Background: an optimization exercise with open tools, aiming at small area. Do not read the settings as production practice.
Function was checked by simulation only, so behaviour that the tests miss may differ from the original.
Power and IR drop assume default switching activity.

Setup of v46:
Design traccar_fcb, start of the top module:
module traccar_fcb (
    input  wire        clk,
    input  wire        rst,       
    input  wire        bus_en,    
    input  wire        bus_we,    
    input  wire [5:0]  addr,      
    input  wire [31:0] wdata,
    output reg  [31:0] rdata
);
    localparam [2:0] ERR_OK          = 3'd0,
                     ERR_TRUNCATED   = 3'd1,
                     ERR_CODEC       = 3'd2,
                     ERR_UNKNOWN_XFR = 3'd3,
                     ERR_CAPACITY    = 3'd4,
                     ERR_ILLEGAL     = 3'd5,
                     ERR_CLOSED      = 3'd6;
    localparam [3:0] S_IDLE    = 4'd0,
                     S_T_LEAD  = 4'd1,
                     S_T_ID    = 4'd2,
                     S_T_MARK  = 4'd3,
                     S_U_HDR   = 4'd5,
                     S_U_IDLEN = 4'd6,
                     S_U_ID    = 4'd7,
                     S_B_CODEC = 4'd8,
                     S_B_COUNT = 4'd9,
                     S_B_BODY  = 4'd10,
                     S_H_DONE  = 4'd11,
                     S_CLOSED  = 4'd12,
                     S_ERROR   = 4'd13;
    localparam [1:0] K_NONE = 2'd0, K_HANDSHAKE = 2'd1, K_DATA = 2'd2;
    localparam [2:0] T_NONE = 3'd0, T_ID = 3'd1, T_TCP = 3'd2, T_UDP = 3'd3, T_IMG = 3'd4;
    localparam [5:0] A_CMD    = 6'h00, A_STATUS = 6'h01, A_CRCACC = 6'h02,
                     A_CRCVAL = 6'h03, A_PSTAT  = 6'h04, A_PHDR0  = 6'h05,
                     A_PHDR1  = 6'h06, A_PBLK   = 6'h07, A_PPOS   = 6'h08,
                     A_PBOFF  = 6'h09, A_PDLEN  = 6'h0A, A_TID    = 6'h0C,
                     A_OFF    = 6'h0D, A_RSZ    = 6'h0E, A_DECL   = 6'h0F,
                     A_XSTAT  = 6'h10, A_XTID   = 6'h11, A_XDECL  = 6'h12,
  ...
For scale: about 2700 cells after synthesis, ~500 flip-flops, about 74 I/O pins, about 27000 µm² of cells after synthesis.
==> flow/config.mk <==
export PLATFORM = sky130hd
export DESIGN_NAME = traccar_fcb
export DESIGN_NICKNAME = traccar_fcb
export VERILOG_FILES = /design/flow/design.v
export SDC_FILE = /design/flow/constraint.sdc
export NUM_CORES = 4
export LEC_CHECK = 0
export CAP_MARGIN = 20
export CORE_MARGIN = 2
export CORE_UTILIZATION = 55
export CTS_CLUSTER_DIAMETER = 100
export CTS_CLUSTER_SIZE = 20
export PLACE_DENSITY = 0.65
export SLEW_MARGIN = 20
==> flow/constraint.sdc <==
create_clock -name core_clock -period 15.0 [get_ports {clk}]
set_input_delay 3.0000 -clock core_clock [delete_from_list [all_inputs] [get_ports {clk}]]
set_output_delay 3.0000 -clock core_clock [all_outputs]
set_load 0.01 [all_outputs]
standard.sh (not shown) runs the stock make flow with config.mk's settings and CLKGATE_MAP_FILE= SYNTH_SCRIPT=/design/flow/synth_recipe.tcl, a recipe that flattens the netlist after the stock synthesis.
==> flow/flow/run.sh <==
#!/bin/bash
# Layout flow: the standard flow (standard synthesis, floorplan, power
# grid, placement, CTS, routing) with two changes:
#  - the port buffers that placement inserts on every input and output are
#    sky130_fd_sc_hd__buf_1 cells;
#  - clock tree synthesis clusters up to 20 sinks within 100 um per leaf
#    buffer and inserts no dummy loads.
# The whole flow's output goes to flow_standard.log in this folder; each ORFS
# step also writes its own log under orfs/logs/.
set -euo pipefail
export BUFFER_PORTS_ARGS="-buffer_cell sky130_fd_sc_hd__buf_1"
export CTS_ARGS="-sink_clustering_enable -repair_clock_nets -sink_clustering_size 20 -sink_clustering_max_diameter 100 -dont_use_dummy_load"
bash standard.sh > flow_standard.log 2>&1
v46 finished every step from synthesis to the final layout, and the layout passed the timing, DRC and antenna checks.
### v46 -> v9
--- a/flow/config.mk
+++ b/flow/config.mk
@@ -10 +10 @@
-export CORE_UTILIZATION = 55
+export CORE_UTILIZATION = 40
@@ -13 +12,0 @@
-export PLACE_DENSITY = 0.65
### Flow results
No stage failed in v9, and the final checks on the layout all came back clean.
Of v9 and v46, it is v9 that has the higher portion of the clock cycle consumed by the worst path in the final layout.
Post-route setup TNS of v9 is on par with v46.
Worst setup slack: v9 worse than v46
Compared with v46, v9 shows a number of tapcells that is 258 higher.
Setup changes, v9 to v34
==> flow/run.sh (new file) <==
#!/bin/bash
# synth_recipe.tcl (not shown) runs the flow's synth.tcl, then flattens the netlist and writes it again
# the make line also repeats each setting of config.mk as NAME=value (left out here)
make -C /OpenROAD-flow-scripts/flow DESIGN_CONFIG=/design/flow/config.mk WORK_HOME=/design/flow/orfs CLKGATE_MAP_FILE= SYNTH_SCRIPT=/design/flow/synth_recipe.tcl finish
removed: flow/flow/run.sh
removed: flow/standard.sh
==> run summary <==
v34 — critical path depth in cells 1 lower, v9 as reference
Of the two candidates, v9 has the worse via count and v34 the better one.
Compared with v9, v34 shows a higher fraction of power spent switching nets.
Global routing usage summed across all routing layers ended up 0.26 points lower on v34 than on v9.
In the reports for v34 and v9, the larger CTS clock-pin slew for the worst setup and hold paths belongs to v34.
Looking at wire length of the first global-routing pass across v34 and v9, the one that comes out lower is v34.
On power consumption, v9 beats v34.
Taking v9 as the reference, in v34 combinational cell power climbed about 6%, initial antenna violation count increased 4.
Compared with v9, v34 shows sequential share of layout area lower by 1.0 points.
Comparing v34 and v9, the lower area of all placed cells without fillers is on v9.

[re-timing with driven ports]
How much do the figures lean on ideal ports? The routed layouts below were timed once more, with nothing changed but the port constraints.
Step 1 sets driving cells, clkbuf_16 on the clock port and buf_2 on the other inputs (assumed; they add their load-dependent delay and slew).
Step 2 times the ports against the registers' clock, not the clock port: input delays grow and output delays shrink by t, the midpoint of the rising clock arrivals with the driver on.
Slacks: ideal ports / drivers / drivers and shift; pairs: ideal ports / drivers.
run	shift t [ns]	setup WS [ns]	hold WS [ns]	latest minus earliest clock arrival (ns)	cell pins on the clock port's net
v46	0.660	2.174 / 2.212 / 1.552	0.454 / 0.454 / 0.454	0.058 / 0.057	1
v9	0.676	2.046 / 2.081 / 1.405	0.453 / 0.453 / 0.453	0.047 / 0.048	1
v34	0.694	1.790 / 1.832 / 1.138	0.457 / 0.457 / 0.457	0.043 / 0.044	1
After both steps setup and hold are still met in every run listed. The setup slack of v34, which loses most, moves by +0.042 ns with the drivers and by -0.652 ns with both steps.
